This design comes from an exercise in tuning for small area, a short achievable clock period and few clock cycles on the open sky130 flow, not from production work.
RTL that was checked went through simulation tests only; none was proved equivalent to the original.
No activity file was given, so power comes from the tool's default toggle rates.

Setup of R:
Design eclog_core, start of the top module:
module eclog_core (
    input  wire        clk,
    input  wire        rst,
    input  wire        in_valid,
    input  wire [7:0]  in_data,
    output reg         in_ready,
    output reg         out_valid,
    output reg  [7:0]  out_data,
    input  wire        out_ready,
    output reg         mem_req,
    output reg         mem_we,
    output reg  [10:0] mem_addr,
    output reg  [7:0]  mem_wdata,
    input  wire        mem_ready,
    input  wire [7:0]  mem_rdata
);
    localparam [7:0] NL = 8'h0A;
    localparam [6:0] P_BOOT  = 7'd0;
    localparam [6:0] P_ENTRY = 7'd6;
    localparam [6:0] P_ADDR  = 7'd17;
    localparam [6:0] P_NOENT = 7'd37;
    localparam [6:0] P_INV   = 7'd65;
    localparam [6:0] P_FULL  = 7'd80;
    reg         e_msg;         
    reg         e_pay;         
    reg         e_hex;         
    reg         e_sel;         
    reg  [6:0]  ptr;
    reg  [5:0]  oslot;         
    reg  [5:0]  scan_slot;     
    reg         scan_done;     
    reg  [1:0]  sph;           
    reg  [15:0] crc;
    reg         wr_erase;
    reg         wr_probe;      
    reg  [5:0]  cursor;
    reg         boot;          
    reg  [3:0]  lst;           
    reg         disp;          
    reg         rs;            
    reg         e_msg_n, e_pay_n, e_hex_n, e_sel_n;
    reg  [6:0]  ptr_n;
    reg  [5:0]  oslot_n;
    reg  [5:0]  scan_slot_n;
    reg         scan_done_n;
    reg  [1:0]  sph_n;
    reg  [15:0] crc_n;
    reg         wr_erase_n, wr_probe_n;
    reg  [5:0]  cursor_n;
    reg         boot_n;
    reg  [3:0]  lst_n;
    reg         disp_n;
    reg         rs_n;
    reg         out_valid_n;
    reg  [7:0]  out_data_n;
    reg         mem_we_n;
    reg  [10:0] mem_addr_n;
  ...
Settings: LEC_CHECK=0, ABC_AREA=1, CAP_MARGIN=20, CORE_MARGIN=2, CORE_UTILIZATION=60, PLACE_DENSITY=0.75, SETUP_SLACK_MARGIN=4.3, SLEW_MARGIN=20; clock period 7.0 ns.
standard.sh (not shown) runs the stock make flow with config.mk's settings and CLKGATE_MAP_FILE= SYNTH_SCRIPT=/design/flow/synth_recipe.tcl, a recipe that flattens the netlist after the stock synthesis.
==> flow/flow/run.sh <==
#!/bin/bash
# The standard layout (standard.sh, synthesis unchanged), with the
# input and output ports buffered by sky130_fd_sc_hd__buf_2 instead of the
# delay-cell buffer ORFS picks by default. make's full output goes to
# standard.log; ORFS keeps each step's log under orfs/logs/.
set -euo pipefail
export BUFFER_PORTS_ARGS="-buffer_cell sky130_fd_sc_hd__buf_2"
bash standard.sh > standard.log 2>&1
Having completed the whole flow, R delivered a layout that passed the timing, DRC and antenna checks.
Testbench counts of R, summed over its fixed seeds: cycles 45,479.
Changes in P relative to R:
diff --git a/flow/design.v b/flow/design.v
--- a/flow/design.v
+++ b/flow/design.v
@@ -37,16 +37,17 @@
     reg  [6:0]  ptr;
     reg  [5:0]  oslot;         
     reg  [5:0]  scan_slot;     
     reg         scan_done;     
     reg  [1:0]  sph;           
     reg  [15:0] crc;
     reg         wr_erase;
     reg         wr_probe;      
+    reg         erased;        
     reg  [5:0]  cursor;
     reg         boot;          
     reg  [3:0]  lst;           
     reg         disp;          
     reg         rs;            
     reg         e_msg_n, e_pay_n, e_hex_n, e_sel_n;
     reg  [6:0]  ptr_n;
     reg  [5:0]  oslot_n;
@@ -54,16 +55,17 @@
     reg         scan_done_n;
     reg  [1:0]  sph_n;
     reg  [15:0] crc_n;
     reg         wr_erase_n, wr_probe_n;
     reg  [5:0]  cursor_n;
     reg         boot_n;
     reg  [3:0]  lst_n;
     reg         disp_n;
+    reg         erased_n;
     reg         rs_n;
     reg         out_valid_n;
     reg  [7:0]  out_data_n;
     reg         mem_we_n;
     reg  [10:0] mem_addr_n;
     reg  [7:0]  mem_wdata_n;
     reg  [7:0]  rom_char;
     localparam integer ROM_LEN = 97;
@@ -122,17 +124,18 @@
                 3'd1: frame_byte = "o";
                 3'd2: frame_byte = "o";
                 3'd3: frame_byte = "t";
                 3'd4: frame_byte = 8'h00;
                 3'd5: frame_byte = 8'hBA;
                 default: frame_byte = 8'h1C;
             endcase
     end
-    wire wr_last = wr_erase ? (mem_addr[10:6] == 5'd31)
+    wire [5:0]  er_next = {1'b0, mem_addr[10:6]} + 6'd1;
+    wire wr_last = wr_erase ? (er_next == cursor)
                             : (mem_addr[2:0] == {2'b11, wr_probe});
     localparam [3:0] L_EMPTY = 4'd0;
     localparam [3:0] L_ERASE = 4'd5;
     localparam [3:0] L_WRITE = 4'd10;
     localparam [3:0] L_READ  = 4'd14;
     localparam [3:0] L_BAD   = 4'd15;
     localparam [8*16-1:0] L_EXP = {8'h00, 8'h00, "dae", 8'h00, "etir", 8'h00, "esar", 8'h00};
     wire [7:0]  l_exp = L_EXP[8*lst +: 8];
@@ -176,17 +179,18 @@
     wire go_wr    = disp && d_wr;
     wire em_msg   = e_msg || go_msg;
     wire em_sel   = e_sel || go_sel;
     wire d_erase  = (lst == L_ERASE);
     wire d_write  = (lst == L_WRITE) && !cursor[5];
     wire d_full   = (lst == L_WRITE) && cursor[5];
     wire d_read   = (lst == L_READ);
     wire d_msg    = !(lst == L_EMPTY || lst == L_ERASE || lst == L_WRITE || lst == L_READ);
-    wire d_wr     = d_erase || d_write;
+    wire d_erase_wr = d_erase && !(erased && cursor == 6'd0);    
+    wire d_wr     = d_erase_wr || d_write;
     wire d_bump   = d_write && (cursor == scan_slot);    
     wire sel_entry = (oslot != scan_slot);         
     wire sel_go    = sel_entry || scan_done;
     wire hex_last  = (ptr[1:0] == 2'd0);
     wire [5:0] ss_inc = scan_slot + 6'd1;
     wire       ss_top = (scan_slot == 6'd31);
     wire sc_bad  = (sph == 2'd0) ? (rz ? (mem_addr[5:0] == 6'd0) : (mem_addr[5:0] == 6'd60))
                  : (sph == 2'd1) ? !m_hi : !m_lo;
@@ -253,24 +257,25 @@
             wr_probe_n  = wr_probe;
             mem_wdata_n = (mr && !wr_erase) ? frame_byte : mem_wdata;
         end else begin
             wr_erase_n  = boot ? scan_slot[5] : d_erase;
             wr_probe_n  = !boot;
             mem_wdata_n = (boot ? scan_slot[5] : d_erase) ? 8'h00 : boot ? "B" : "p";
         end
         if (boot_go)
-            cursor_n = scan_slot[5] ? 6'd0 : scan_slot;
-        else if (disp && d_erase)
-            cursor_n = 6'd0;
-        else if (mem_we && mr && wr_last && !wr_erase)
-            cursor_n = cursor + 6'd1;
+            cursor_n = scan_slot;
+        else if (disp && d_erase && !erased)
+            cursor_n = 6'd32;
+        else if (mem_we && mr && wr_last)
+            cursor_n = wr_erase ? 6'd0 : cursor + 6'd1;
         else
             cursor_n = cursor;
         boot_n = boot && !scan_done;
+        erased_n = erased || (boot_go && scan_slot[5]) || (disp && d_erase);
         lst_n = take ? (is_nl ? lst : lst_adv) : disp ? L_EMPTY : lst;
         disp_n = take && is_nl;
         rs_n   = e_pay && ce && mr && rz;
         if (!ce)
             out_data_n = out_data;
         else if (em_msg)
             out_data_n = rom_char;
         else if (e_pay)
@@ -329,16 +334,17 @@
             sph       <= 2'd0;
             crc       <= 16'hFFFF;
             wr_erase  <= 1'b0;
             wr_probe  <= 1'b0;
             cursor    <= 6'd0;
             boot      <= 1'b1;
             lst       <= L_EMPTY;
             disp      <= 1'b0;
+            erased    <= 1'b0;
             rs        <= 1'b0;
             out_valid <= 1'b0;
             out_data  <= 8'h00;
             mem_we    <= 1'b0;
             mem_addr  <= 11'd0;
             mem_wdata <= 8'h00;
             in_ready  <= 1'b0;
             mem_req   <= 1'b1;
@@ -354,16 +360,17 @@
             sph       <= sph_n;
             crc       <= crc_n;
             wr_erase  <= wr_erase_n;
             wr_probe  <= wr_probe_n;
             cursor    <= cursor_n;
             boot      <= boot_n;
             lst       <= lst_n;
             disp      <= disp_n;
+            erased    <= erased_n;
             rs        <= rs_n;
             out_valid <= out_valid_n;
             out_data  <= out_data_n;
             mem_we    <= mem_we_n;
             mem_addr  <= mem_addr_n;
             mem_wdata <= mem_wdata_n;
             in_ready  <= !boot_n && !(e_msg_n || e_pay_n || e_hex_n || e_sel_n)
                          && !mem_we_n && !out_valid_n;
### Flow results
Going from R to P, the vertical extent of the die was found to have gone up by about 2.6%.
Looking at core area, P sits 5.1% above R.
P: compound-cell area share of the yosys netlist higher than R
Die size: P exceeds R
Compared to R, the router laid down more metal wire for P.
Diff R -> P | synthesized area per cell | decrease of about 0.54%
Setup slack delta for P relative to R: 0.022 ns higher
P against R: combinational share of power picked up an extra 3.7 points; post-placement worst setup slack picked up an extra 0.39 ns; area growth from synthesis to layout lost 0.19 points; worst slew margin relative to its limit picked up an extra 3.1 points.
Taking R as the reference, in P total clock network power saw a decrease; total sequential power up about 5.7%.
For P, only the layout was checked, not whether the RTL still works.

## port drivers added, routing unchanged
How much do the figures lean on ideal ports? The routed layouts below were timed once more, with nothing changed but the port constraints. Step 1 sets driving cells, clkbuf_16 on the clock port and buf_2 on the other inputs (assumed; they add their load-dependent delay and slew). Step 2 moves the port delays by t, midway between the first and last clock arrival at a register: inputs arrive t later, outputs are due t later. That takes back most of the time a late clock gives input paths. Three values: ideal, step 1, step 2; two values: the first two.
run | shift t [ns] | setup WS [ns] | worst hold slack (ns)
R | 0.393 | 4.360 / 4.360 / 4.028 | 0.462 / 0.462 / 0.462
P | 0.381 | 4.382 / 4.378 / 4.046 | 0.464 / 0.464 / 0.464
After both steps setup and hold are still met in every run listed. The setup slack of P, which loses most, moves by -0.004 ns with the drivers and by -0.336 ns with both steps.
